Source: an optimization exercise on an open RTL-to-GDS flow (aim: small area, a short achievable clock period and few clock cycles). Production flows keep margins and buffers that such runs may drop. The RTL was checked by simulation tests, not by an equivalence proof against the original design. Power figures rest on the tool's default switching activity, not on a simulated workload.

===== design/flow/run.sh =====
#!/bin/bash
# synth_recipe.tcl (not shown) runs the flow's synth.tcl, then flattens the netlist and writes it again
# the make line also repeats each setting of config.mk as NAME=value (left out here)
make -C /OpenROAD-flow-scripts/flow DESIGN_CONFIG=/design/flow/config.mk WORK_HOME=/design/flow/orfs CLKGATE_MAP_FILE= SYNTH_SCRIPT=/design/flow/synth_recipe.tcl finish

===== design/flow/config.mk =====
export PLATFORM = sky130hd
export DESIGN_NAME = wps
export DESIGN_NICKNAME = wps
export VERILOG_FILES = /design/flow/design.v
export SDC_FILE = /design/flow/constraint.sdc
export NUM_CORES = 4
export LEC_CHECK = 0
export CAP_MARGIN = 20
export CORE_MARGIN = 2
export CORE_UTILIZATION = 40
export SLEW_MARGIN = 20

===== design/flow/constraint.sdc =====
create_clock -name core_clock -period 16.0 [get_ports {clk}]
set_input_delay 3.2000 -clock core_clock [delete_from_list [all_inputs] [get_ports {clk}]]
set_output_delay 3.2000 -clock core_clock [all_outputs]
set_load 0.01 [all_outputs]

===== design/flow/design.v =====
module wps_div (
    input  wire        clk,
    input  wire        rst,
    input  wire        start,
    input  wire [31:0] dividend,
    input  wire [31:0] divisor,
    output reg  [31:0] quotient,
    output reg  [31:0] remainder,
    output reg         done
);
    reg [31:0] dvsr;
    reg [5:0]  count;
    reg        running;
    wire [32:0] shifted = {remainder, quotient[31]};
    wire [32:0] trial   = shifted - {1'b0, dvsr};
    always @(posedge clk) begin
        if (rst) begin
            quotient  <= 32'd0;
            remainder <= 32'd0;
            dvsr      <= 32'd0;
            count     <= 6'd0;
            running   <= 1'b0;
            done      <= 1'b0;
        end else begin
            done <= 1'b0;
            if (start) begin
                quotient  <= dividend;
                remainder <= 32'd0;
                dvsr      <= divisor;
                count     <= 6'd32;
                running   <= 1'b1;
            end else if (running) begin
                if (!trial[32]) begin
                    remainder <= trial[31:0];
                    quotient  <= {quotient[30:0], 1'b1};
                end else begin
                    remainder <= shifted[31:0];
                    quotient  <= {quotient[30:0], 1'b0};
                end
                count <= count - 6'd1;
                if (count == 6'd1) begin
                    running <= 1'b0;
                    done    <= 1'b1;
                end
            end
        end
    end
endmodule
module wps (
    input  wire        clk,
    input  wire        rst,
    input  wire        we,
    input  wire [5:0]  addr,
    input  wire [31:0] wdata,
    output reg  [31:0] rdata,
    output wire        busy
);
    localparam [31:0] CLOCK_HZ       = 32'd125000000;
    localparam [31:0] FIXED_OVERHEAD = 32'd4;
    localparam [31:0] DEV_CEIL_A     = 32'd380859;
    localparam [31:0] DEV_CEIL_B     = 32'd1000000;
    localparam [7:0] C_PLAN  = 8'h01;
    localparam [7:0] C_SYNTH = 8'h02;
    localparam [7:0] C_RCFG  = 8'h03;
    localparam [3:0] E_OK       = 4'd0;
    localparam [3:0] E_CAPACITY = 4'd1;
    localparam [3:0] E_PARAM    = 4'd2;
    localparam [3:0] E_CMD      = 4'd3;
    localparam W_ODD_D0     = 0;
    localparam W_ODD_D1     = 1;
    localparam W_BAUD_ADJ   = 2;
    localparam W_DEV_CEIL_A = 3;
    localparam W_DEV_CEIL_B = 4;
    localparam W_DIV_ORDER  = 5;
    localparam [15:0] W_OUT_NULL = 16'h6060;
    localparam [15:0] W_OUT_Y    = 16'h6040;
    localparam [15:0] W_OUT_X    = 16'h6021;
    localparam [15:0] W_JMP_NX   = 16'h0020;
    localparam [15:0] W_JMP_YDEC = 16'h0080;
    localparam [15:0] W_JMP      = 16'h0000;
    localparam [15:0] W_SET_Y    = 16'hE040;
    localparam [15:0] W_NOP      = 16'hA042;
    localparam [4:0]  L_GET      = 5'd2;
    reg [7:0]  r_cmd;
    reg [3:0]  r_err;
    reg        r_prog_valid;
    reg [6:0]  r_warn;
    reg        r_two;
    reg [15:0] r_d0, r_d1;
    reg [31:0] r_baud;
    reg [31:0] pl_t, pl_total, pl_baud, pl_fp0, pl_fp1;
    reg [15:0] pl_rem0, pl_a0, pl_b0, pl_rem1, pl_a1, pl_b1;
    reg [31:0] rc_baud, rc_center, rc_dev, rc_minbw;
    reg [7:0]  prog_len;
    reg [15:0] prog [0:31];
    localparam [3:0] S_IDLE   = 4'd0,
                     S_CHECK  = 4'd1,
                     S_DIV_T  = 4'd2,
                     S_DIV_Q  = 4'd3,
                     S_DIV_BA = 4'd4,
                     S_DIV_P0 = 4'd5,
                     S_DIV_P1 = 4'd6,
                     S_DIV_F0 = 4'd7,
                     S_DIV_F1 = 4'd8,
                     S_SIZE   = 4'd9,
                     S_EMIT   = 4'd10,
                     S_COMMIT = 4'd11;
    reg [3:0]  state;
    reg        dv_start;
    reg [31:0] w_t, w_bach, w_q;
    reg [31:0] w_fp0, w_fp1, w_f0, w_f1;
    reg [15:0] w_rem0, w_rem1;
    reg        w_badj;
    assign busy = (state != S_IDLE);
    wire host_wr = we && (state == S_IDLE);
    reg  [31:0] dv_num, dv_den;
    wire [31:0] dv_quo, dv_rem;
    wire        dv_done;
    wire [31:0] w_total = w_t - FIXED_OVERHEAD;
    always @(*) begin
        case (state)
            S_DIV_T:  begin dv_num = CLOCK_HZ;                   dv_den = r_baud;           end
            S_DIV_Q:  begin dv_num = {CLOCK_HZ[30:0], 1'b0} + r_baud; dv_den = {r_baud[30:0], 1'b0}; end
            S_DIV_BA: begin dv_num = {CLOCK_HZ[30:0], 1'b0} + w_q;    dv_den = {w_q[30:0], 1'b0};    end
            S_DIV_P0: begin dv_num = w_total;                    dv_den = {16'd0, r_d0};    end
            S_DIV_P1: begin dv_num = w_total;                    dv_den = {16'd0, r_d1};    end
            S_DIV_F0: begin dv_num = CLOCK_HZ;                   dv_den = {16'd0, r_d0};    end
            S_DIV_F1: begin dv_num = CLOCK_HZ;                   dv_den = {16'd0, r_d1};    end
            default:  begin dv_num = 32'd0;                      dv_den = 32'd1;            end
        endcase
    end
    wps_div u_div (
        .clk       (clk),
        .rst       (rst),
        .start     (dv_start),
        .dividend  (dv_num),
        .divisor   (dv_den),
        .quotient  (dv_quo),
        .remainder (dv_rem),
        .done      (dv_done)
    );
    wire [15:0] half0 = {1'b0, r_d0[15:1]};
    wire [15:0] half1 = {1'b0, r_d1[15:1]};
    wire [15:0] a0 = (w_rem0 < half0) ? w_rem0 : half0;
    wire [15:0] b0 = w_rem0 - a0;
    wire [15:0] a1 = (w_rem1 < half1) ? w_rem1 : half1;
    wire [15:0] b1 = w_rem1 - a1;
    wire [31:0] rc_center_n = (w_f0 + w_f1) >> 1;
    wire [31:0] rc_dev_n    = (w_f1 >= rc_center_n) ? (w_f1 - rc_center_n)
                                                    : (rc_center_n - w_f1);
    wire [31:0] rc_minbw_n  = w_bach + {rc_dev_n[30:0], 1'b0};
    function [31:0] icap;
        input [31:0] v;
        input        two;
        begin
            if (two) icap = (v >> 3) + {31'd0, |v[2:0]};
            else     icap = (v >> 5) + {31'd0, |v[4:0]};
        end
    endfunction
    function [7:0] sat8;
        input [31:0] v;
        begin
            sat8 = (v > 32'd255) ? 8'd255 : v[7:0];
        end
    endfunction
    function [17:0] block_len;
        input [15:0] d;
        input [31:0] fp;
        input [15:0] a;
        input [15:0] b;
        input        two;
        reg   [7:0]  h, lo, ca, cb, g, gl;
        begin
            h  = sat8(icap({17'd0, d[15:1]}, two));
            lo = sat8(icap({17'd0, d[15:1]} - 32'd1, two));
            ca = sat8(icap({16'd0, a}, two));
            cb = sat8(icap({16'd0, b}, two));
            g  = sat8((fp >> 5) + {31'd0, |fp[4:0]});
            gl = sat8(32'd2 + {24'd0, h} + {24'd0, lo});
            block_len = g * gl + {10'd0, ca} + {10'd0, cb} + 18'd1;
        end
    endfunction
    wire [17:0] blen1_n  = block_len(r_d1, w_fp1, a1, b1, r_two);
    wire [17:0] blen0_n  = block_len(r_d0, w_fp0, a0, b0, r_two);
    wire [18:0] prog_n_n = 19'd4 + {1'b0, blen1_n} + {1'b0, blen0_n};
    reg  [5:0]  prog_n;
    reg  [4:0]  l_sym0;
    localparam [3:0] P_PRO  = 4'd0,
                     P_BLK  = 4'd1,
                     P_SETY = 4'd2,
                     P_HI   = 4'd3,
                     P_LO   = 4'd4,
                     P_JMPY = 4'd5,
                     P_CA   = 4'd6,
                     P_CB   = 4'd7,
                     P_JB   = 4'd8,
                     P_FILL = 4'd9;
    reg [3:0]  ph;
    reg [5:0]  idx;
    reg        blk;
    reg [31:0] fpleft;
    reg [15:0] chain_rem;
    reg        first;
    reg [4:0]  loop_lbl;
    wire [15:0] d_k    = blk ? r_d1 : r_d0;
    wire [15:0] half_k = {1'b0, d_k[15:1]};
    wire [31:0] fp_k   = blk ? w_fp1 : w_fp0;
    wire [15:0] a_k    = blk ? a1 : a0;
    wire [15:0] b_k    = blk ? b1 : b0;
    wire [15:0] set_hi = r_two ? 16'hF001 : 16'hE001;
    wire [15:0] set_lo = r_two ? 16'hF800 : 16'hE000;
    wire [15:0] cap    = r_two ? 16'd8 : 16'd32;
    wire [15:0] chunk     = (chain_rem > cap) ? cap : chain_rem;
    wire [4:0]  chunk_m1  = chunk[4:0] - 5'd1;
    wire        chain_hi  = (ph == P_HI) || (ph == P_CA);
    wire [15:0] chain_w   = (first ? (chain_hi ? set_hi : set_lo) : W_NOP)
                            | {3'd0, chunk_m1, 8'd0};
    wire [31:0] grp_n     = (fpleft > 32'd32) ? 32'd32 : fpleft;
    wire [4:0]  grp_n_m1  = grp_n[4:0] - 5'd1;
    reg         emit;
    reg  [15:0] emit_w;
    always @(*) begin
        emit   = 1'b0;
        emit_w = 16'h0000;
        case (ph)
            P_PRO: begin
                emit = 1'b1;
                case (idx[1:0])
                    2'd0: emit_w = W_OUT_NULL;
                    2'd1: emit_w = W_OUT_Y;
                    2'd2: emit_w = W_OUT_X;
                    default: emit_w = W_JMP_NX | {11'd0, l_sym0};
                endcase
            end
            P_SETY: begin
                emit   = 1'b1;
                emit_w = W_SET_Y | {11'd0, grp_n_m1};
            end
            P_HI, P_LO, P_CA, P_CB: begin
                emit   = (chain_rem != 16'd0);
                emit_w = chain_w;
            end
            P_JMPY: begin
                emit   = 1'b1;
                emit_w = W_JMP_YDEC | {11'd0, loop_lbl};
            end
            P_JB: begin
                emit   = 1'b1;
                emit_w = W_JMP | {11'd0, L_GET};
            end
            P_FILL: begin
                emit   = (idx != 6'd32);
                emit_w = 16'h0000;
            end
            default: ;
        endcase
    end
    wire params_ok = (r_d0 >= 16'd2) && (r_d1 >= 16'd2) && (r_baud != 32'd0);
    wire is_plan   = (r_cmd == C_PLAN);
    wire is_synth  = (r_cmd == C_SYNTH);
    wire is_rcfg   = (r_cmd == C_RCFG);
    wire [6:0] warn_plan = {4'd0, w_badj, r_d1[0], r_d0[0]};
    wire [6:0] warn_rcfg = {1'b0, (r_d0 < r_d1),
                            (rc_dev_n > DEV_CEIL_B), (rc_dev_n > DEV_CEIL_A),
                            w_badj, r_d1[0], r_d0[0]};
    integer i;
    always @(posedge clk) begin
        if (rst) begin
            state        <= S_IDLE;
            dv_start     <= 1'b0;
            r_cmd        <= 8'd0;
            r_err        <= E_OK;
            r_prog_valid <= 1'b0;
            r_warn       <= 7'd0;
            r_two        <= 1'b0;
            r_d0         <= 16'd0;
            r_d1         <= 16'd0;
            r_baud       <= 32'd0;
            pl_t         <= 32'd0;
            pl_total     <= 32'd0;
            pl_baud      <= 32'd0;
            pl_fp0       <= 32'd0;
            pl_rem0      <= 16'd0;
            pl_a0        <= 16'd0;
            pl_b0        <= 16'd0;
            pl_fp1       <= 32'd0;
            pl_rem1      <= 16'd0;
            pl_a1        <= 16'd0;
            pl_b1        <= 16'd0;
            rc_baud      <= 32'd0;
            rc_center    <= 32'd0;
            rc_dev       <= 32'd0;
            rc_minbw     <= 32'd0;
            prog_len     <= 8'd0;
            for (i = 0; i < 32; i = i + 1) prog[i] <= 16'h0000;
            w_t       <= 32'd0;
            w_bach    <= 32'd0;
            w_q       <= 32'd0;
            w_fp0     <= 32'd0;
            w_fp1     <= 32'd0;
            w_f0      <= 32'd0;
            w_f1      <= 32'd0;
            w_rem0    <= 16'd0;
            w_rem1    <= 16'd0;
            w_badj    <= 1'b0;
            ph        <= P_PRO;
            idx       <= 6'd0;
            blk       <= 1'b1;
            fpleft    <= 32'd0;
            chain_rem <= 16'd0;
            first     <= 1'b0;
            loop_lbl  <= 5'd0;
            prog_n    <= 6'd0;
            l_sym0    <= 5'd0;
        end else begin
            dv_start <= 1'b0;
            if (host_wr) begin
                case (addr)
                    6'h00: begin
                        r_cmd <= wdata[7:0];
                        state <= S_CHECK;
                    end
                    6'h03: r_two  <= wdata[0];
                    6'h04: r_d0   <= wdata[15:0];
                    6'h05: r_d1   <= wdata[15:0];
                    6'h06: r_baud <= wdata;
                    default: ;
                endcase
            end
            case (state)
                S_IDLE: ;
                S_CHECK: begin
                    if (!(is_plan || is_synth || is_rcfg)) begin
                        r_err  <= E_CMD;
                        r_warn <= 7'd0;
                        state  <= S_IDLE;
                    end else if (!params_ok) begin
                        r_err  <= E_PARAM;
                        r_warn <= 7'd0;
                        state  <= S_IDLE;
                    end else begin
                        state    <= S_DIV_T;
                        dv_start <= 1'b1;
                    end
                end
                S_DIV_T: if (dv_done) begin
                    w_t    <= dv_quo;
                    w_badj <= (dv_rem != 32'd0);
                    w_bach <= r_baud;
                    if (dv_quo < FIXED_OVERHEAD) begin
                        r_err  <= E_PARAM;
                        r_warn <= 7'd0;
                        state  <= S_IDLE;
                    end else if (dv_rem != 32'd0) begin
                        state    <= S_DIV_Q;
                        dv_start <= 1'b1;
                    end else if (is_rcfg) begin
                        state    <= S_DIV_F0;
                        dv_start <= 1'b1;
                    end else begin
                        state    <= S_DIV_P0;
                        dv_start <= 1'b1;
                    end
                end
                S_DIV_Q: if (dv_done) begin
                    w_q      <= dv_quo;
                    state    <= S_DIV_BA;
                    dv_start <= 1'b1;
                end
                S_DIV_BA: if (dv_done) begin
                    w_bach   <= dv_quo;
                    state    <= is_rcfg ? S_DIV_F0 : S_DIV_P0;
                    dv_start <= 1'b1;
                end
                S_DIV_P0: if (dv_done) begin
                    w_fp0    <= dv_quo;
                    w_rem0   <= dv_rem[15:0];
                    state    <= S_DIV_P1;
                    dv_start <= 1'b1;
                end
                S_DIV_P1: if (dv_done) begin
                    w_fp1  <= dv_quo;
                    w_rem1 <= dv_rem[15:0];
                    if (is_plan) begin
                        state <= S_COMMIT;
                    end else begin
                        state    <= S_DIV_F0;
                        dv_start <= 1'b1;
                    end
                end
                S_DIV_F0: if (dv_done) begin
                    w_f0     <= dv_quo;
                    state    <= S_DIV_F1;
                    dv_start <= 1'b1;
                end
                S_DIV_F1: if (dv_done) begin
                    w_f1  <= dv_quo;
                    state <= is_synth ? S_SIZE : S_COMMIT;
                end
                S_SIZE: begin
                    prog_n <= prog_n_n[5:0];
                    l_sym0 <= 5'd4 + blen1_n[4:0];
                    if (prog_n_n > 19'd32) begin
                        r_err  <= E_CAPACITY;
                        r_warn <= 7'd0;
                        state  <= S_IDLE;
                    end else begin
                        state <= S_EMIT;
                        ph    <= P_PRO;
                        idx   <= 6'd0;
                        blk   <= 1'b1;
                    end
                end
                S_EMIT: begin
                    if (emit) begin
                        prog[idx[4:0]] <= emit_w;
                        idx            <= idx + 6'd1;
                    end
                    case (ph)
                        P_PRO: if (idx == 6'd3) ph <= P_BLK;
                        P_BLK: begin
                            fpleft <= fp_k;
                            if (fp_k != 32'd0) begin
                                ph <= P_SETY;
                            end else begin
                                ph        <= P_CA;
                                chain_rem <= a_k;
                                first     <= 1'b1;
                            end
                        end
                        P_SETY: begin
                            fpleft    <= fpleft - grp_n;
                            loop_lbl  <= idx[4:0] + 5'd1;
                            chain_rem <= half_k;
                            first     <= 1'b1;
                            ph        <= P_HI;
                        end
                        P_HI, P_LO, P_CA, P_CB: begin
                            if (chain_rem != 16'd0) begin
                                chain_rem <= chain_rem - chunk;
                                first     <= 1'b0;
                            end else begin
                                first <= 1'b1;
                                case (ph)
                                    P_HI: begin
                                        ph        <= P_LO;
                                        chain_rem <= half_k - 16'd1;
                                    end
                                    P_LO: ph <= P_JMPY;
                                    P_CA: begin
                                        ph        <= P_CB;
                                        chain_rem <= b_k;
                                    end
                                    default: ph <= P_JB;
                                endcase
                            end
                        end
                        P_JMPY: begin
                            if (fpleft != 32'd0) begin
                                ph <= P_SETY;
                            end else begin
                                ph        <= P_CA;
                                chain_rem <= a_k;
                                first     <= 1'b1;
                            end
                        end
                        P_JB: begin
                            if (blk) begin
                                blk <= 1'b0;
                                ph  <= P_BLK;
                            end else begin
                                ph <= P_FILL;
                            end
                        end
                        P_FILL: if (idx == 6'd32) state <= S_COMMIT;
                        default: ;
                    endcase
                end
                S_COMMIT: begin
                    if (is_plan || is_synth) begin
                        pl_t     <= w_t;
                        pl_total <= w_total;
                        pl_baud  <= w_bach;
                        pl_fp0   <= w_fp0;
                        pl_rem0  <= w_rem0;
                        pl_a0    <= a0;
                        pl_b0    <= b0;
                        pl_fp1   <= w_fp1;
                        pl_rem1  <= w_rem1;
                        pl_a1    <= a1;
                        pl_b1    <= b1;
                    end
                    if (is_rcfg || is_synth) begin
                        rc_baud   <= w_bach;
                        rc_center <= rc_center_n;
                        rc_dev    <= rc_dev_n;
                        rc_minbw  <= rc_minbw_n;
                    end
                    if (is_synth) begin
                        prog_len     <= {2'd0, prog_n};
                        r_prog_valid <= 1'b1;
                    end
                    r_err  <= E_OK;
                    r_warn <= is_plan ? warn_plan : warn_rcfg;
                    state  <= S_IDLE;
                end
                default: state <= S_IDLE;
            endcase
        end
    end
    wire [7:0] wrap_end = (prog_len == 8'd0) ? 8'd0 : (prog_len - 8'd1);
    always @(*) begin
        rdata = 32'd0;
        if (addr[5]) begin
            rdata = {16'd0, prog[addr[4:0]]};
        end else begin
            case (addr[4:0])
                5'h00: rdata = {24'd0, r_cmd};
                5'h01: rdata = {27'd0, r_prog_valid, r_err};
                5'h02: rdata = {25'd0, r_warn};
                5'h03: rdata = {31'd0, r_two};
                5'h04: rdata = {16'd0, r_d0};
                5'h05: rdata = {16'd0, r_d1};
                5'h06: rdata = r_baud;
                5'h10: rdata = pl_t;
                5'h11: rdata = pl_total;
                5'h12: rdata = pl_baud;
                5'h13: rdata = pl_fp0;
                5'h14: rdata = {16'd0, pl_rem0};
                5'h15: rdata = {16'd0, pl_a0};
                5'h16: rdata = {16'd0, pl_b0};
                5'h17: rdata = pl_fp1;
                5'h18: rdata = {16'd0, pl_rem1};
                5'h19: rdata = {16'd0, pl_a1};
                5'h1A: rdata = {16'd0, pl_b1};
                5'h1B: rdata = rc_baud;
                5'h1C: rdata = rc_center;
                5'h1D: rdata = rc_dev;
                5'h1E: rdata = rc_minbw;
                5'h1F: rdata = {8'd0, wrap_end, 8'd0, prog_len};
                default: rdata = 32'd0;
            endcase
        end
    end
endmodule

==> results.cfg <==
[outcome]
outcome = finished clean

[global_route]
antenna_found_initial = 11
grt_pass1_wl_um = 517000
grt_pass1_vias = 74600
grt_usage_pct = 31.4
grt_max_degree = 205
grt_overflow_total = 0

[final_layout]
final_cell_mix = nand2_1 (1674), nor2_1 (1206), a21oi_1 (1004), dfxtp_1 (907), edfxtp_1 (512)
regMostFlops = prog
drive_gt1_share_pct = 8.46
areaGrowthSynthToFinish_pct = 10.5
largest_reg_flops = 512
nets = 10500
layout_commonest_cell = nand2_1

[clocking]
cts.clk_slew.worst_paths_ns = 0.06
cts_tree = yes
worstSkewPairLatency_ns = 0.89
numCtsBuffers = 157
cts.sinks = 1422
root_buffer = clkbuf_16
clockBufferDepth = 3
htreeDepth = 4

[worst_setup_path]
cp_slowest_cell = fa_1
arrival_ns = 15.89
timing.reg2reg.setup_slack_ns = 0.83
cpMostUsedCell = fa_1
crit_fanout = 9
reg2reg_from = r_d1[4]
max_stage_delay_ns = 0.56
rr_worst_depth = 62
crit_buf_inv = 11
crit_family = adder cells
end_kind = flop
worstPathRequired_ns = 16.72
cp-start-kind = flop
r2r_end = ph[0]
crit_type = flop to flop

[yosys]
synth_edf_count = 512
synthArstFlopShare_pct = 0
syn_area_per_cell_sq_um = 8.57
synth.distinct_cells = 122
ys_warn_count = 2
syn_area_sq_um = 86900
ys.flop_type = dfxtp_1
netlist_instances = 10100
ys_ff_latch = 1422
seq_area_frac_synth_pct = 38.7

[route]
wl_um = 357000
drtIter0Drc = 9559
wl_per_cell_um = 27.7
dr.pass1.iters = 9
final_antenna_net_count = 0
vias = 78500
route.detailed.drc = 0
routed_via_density = 6.09

[placed_design]
portBuffers = 73
place_hpwl_um = 258000
globalplace.congestion = 1.01

[power_and_ir_drop]
ir_drop_mv = 0.121
total_power_uw = 8280
leakagePower_uw = 0.0362
p_per_area_nw_per_um2 = 86.2

[floorplan]
core_sq_um = 217000
start_util_pct = 40.1
dieHeight_um = 470
top_level_ports = 74
die_width_um = 470
die_area_sq_um = 221000
rows = 171

[timing]
period_share_pct = 94.8
max_freq_mhz = 65.9
relSlewSlack_pct = 17.4
report.final.slew_viol_count = 0
period_minus_slack_ns = 15.17
finalHoldViolCount = 0
setup_tns_ns = 0
grt_setup_unrepaired = false
worstMarginPinSlew_ns = 1.23
worst_clock_skew_ns = 0.0630
fin_hold_ws_ns = 0.452
setup_viol = 0

[min_path]
min_from = rc_minbw[28]
hold_class = flop to flop
min_to = rc_minbw[28]
hold_depth = 2

[run]
drv_cap = 0
report_power, final:
part / internal [uW] / switching [uW] / total (uW) / leakage, uW
clock: 2070 / 1680 / 3750 / 0.00254
sequential: 3780 / 12.8 / 3790 / 0.0126
combinational: 257 / 477 / 735 / 0.0210
metrics by stage:
stage               worst slack (ns)  area (sq um)  utilization, %  std cells
floorplan                       1.54         86900               -      10100
global placement               0.455         90500            41.8      12600
detailed placement             0.194         90500            41.8      12600
CTS                            0.144         95800            44.2      12900
global route                 0.00766         96000            44.3      12900
finish                         0.835         96000            44.3      12900
cells in the mapped netlist (22+ instances only):
| library cell | count | area [sq um] |
|---|---|---|
| o21a_1 | 41 | 308 |
| nand2b_1 | 103 | 644 |
| a31oi_1 | 70 | 438 |
| and2_1 | 43 | 269 |
| a211oi_1 | 168 | 1260 |
| nor2_1 | 1229 | 4610 |
| or2_2 | 33 | 206 |
| edfxtp_1 | 512 | 15400 |
| ha_1 | 429 | 5370 |
| nor2b_1 | 52 | 325 |
| nand4_1 | 75 | 469 |
| nor4_1 | 63 | 394 |
| dfxtp_1 | 910 | 18200 |
| a22o_1 | 64 | 561 |
| or3_1 | 63 | 394 |
| a211o_1 | 24 | 210 |
| o22ai_1 | 72 | 450 |
| clkbuf_1 | 636 | 2390 |
| xnor2_1 | 264 | 2310 |
| nand2_1 | 1678 | 6300 |
| nor3_1 | 164 | 821 |
| mux2_2 | 33 | 372 |
| mux2i_1 | 144 | 1440 |
| o31ai_1 | 22 | 165 |
| a221oi_1 | 82 | 718 |
| inv_1 | 444 | 1670 |
| a21oi_1 | 1006 | 5030 |
| and3_1 | 52 | 325 |
| fa_1 | 127 | 2540 |
| o21ai_0 | 282 | 1410 |
| nand3b_1 | 26 | 195 |
| nand3_1 | 176 | 881 |
| a311oi_1 | 53 | 464 |
| o211ai_1 | 43 | 323 |
| a21o_1 | 92 | 691 |
| o21bai_1 | 32 | 240 |
| mux4_2 | 160 | 3600 |
| buf_1 | 45 | 169 |
| a22oi_1 | 152 | 1140 |
| xor2_1 | 111 | 972 |
metal layers:
| metal | routed length (um) | share of wire, % | track usage (%) | vias up |
|---|---|---|---|---|
| li1 | - | - | - | 35300 |
| met1 | 140000 | 39 | 40.3 | 38400 |
| met2 | 159000 | 44 | 48.8 | 3944 |
| met3 | 30900 | 8.6 | 5.29 | 901 |
| met4 | 27300 | 7.7 | 20.3 | 4 |
| met5 | 20 | 0.0056 | 0 | - |
worst register-to-register path: cells and delay by family, from the launching register on:
family	cells	cell delay, ns
adders and majority gates	15	6.71
AOI/OAI and AO/OA	14	2.72
DFF	1	0.34
and+or+nand+nor	19	3.40
muxes	3	0.80
buffers and inverters	11	1.07
logic make-up after synthesis:
| group | Yosys count | share of synthesized area, % |
|---|---|---|
| compound gates | 2421 | 17.7 |
| other cells | 1 | 0.00432 |
| buf+inv | 1171 | 5.25 |
| mux | 337 | 6.23 |
| simple gates | 3853 | 19.2 |
| fa+ha+maj | 556 | 9.10 |
| xor+xnor | 376 | 3.81 |
| flops | 1422 | 38.7 |
worst max-delay path by stage:
stage | end | cells past startpoint | from
5_1_grt | ph[0] | 62 | r_d1[4]
2_1_floorplan | r_err[1] | 62 | r_d1[2]
3_5_place_dp | r_warn[2] | 62 | r_d1[1]
3_3_place_gp | r_warn[3] | 62 | r_d1[1]
6_report | ph[0] | 62 | r_d1[4]
4_1_cts | r_warn[3] | 62 | r_d1[1]
area by class of cell:
class	count	area (sq um)
Multi-Input combinational cell	7545	49200
Antenna cell	7	17.5
Timing Repair Buffer	318	2590
Clock buffer	207	4320
Clock inverter	80	992
Tap cell	2854	3570
Inverter	454	1700
Sequential cell	1422	33600
Fill cell	21100	121000
what timing repair did:
item | CTS | global route
setup buffers | 0 | 5
endpoints found under the setup margin | 0 | 21
hold buffers | 0 | 0
resized for setup | 0 | 17
Testbench counts, summed over its fixed seeds: cycles 286,720.

==> re-timing with driven ports <==
Ports are ideal in the flow. The routed layout listed here was re-timed in OpenROAD.
Step 1, drivers: a clkbuf_16 drives clk and a buf_2 each remaining input, both assumed.
Step 2 also shifts input and output timing later by t, the mid clock arrival at the registers, as if the neighbouring blocks saw the same clock.
Slacks: no drivers / after step 1 / after step 2; pairs: no drivers / after step 1.
shift t [ns]: 0.946
slack for setup (ns): 0.835 / 0.835 / 0.835
worst setup path at the end: register to register
slew at the worst register clock pin (ns): 0.07 / 0.07
worst slew at a driven data input, ns: 0.21
After both steps setup and hold are still met in this run. For this run, drivers alone change the setup slack by 0.000 ns; drivers and shift together by 0.000 ns.
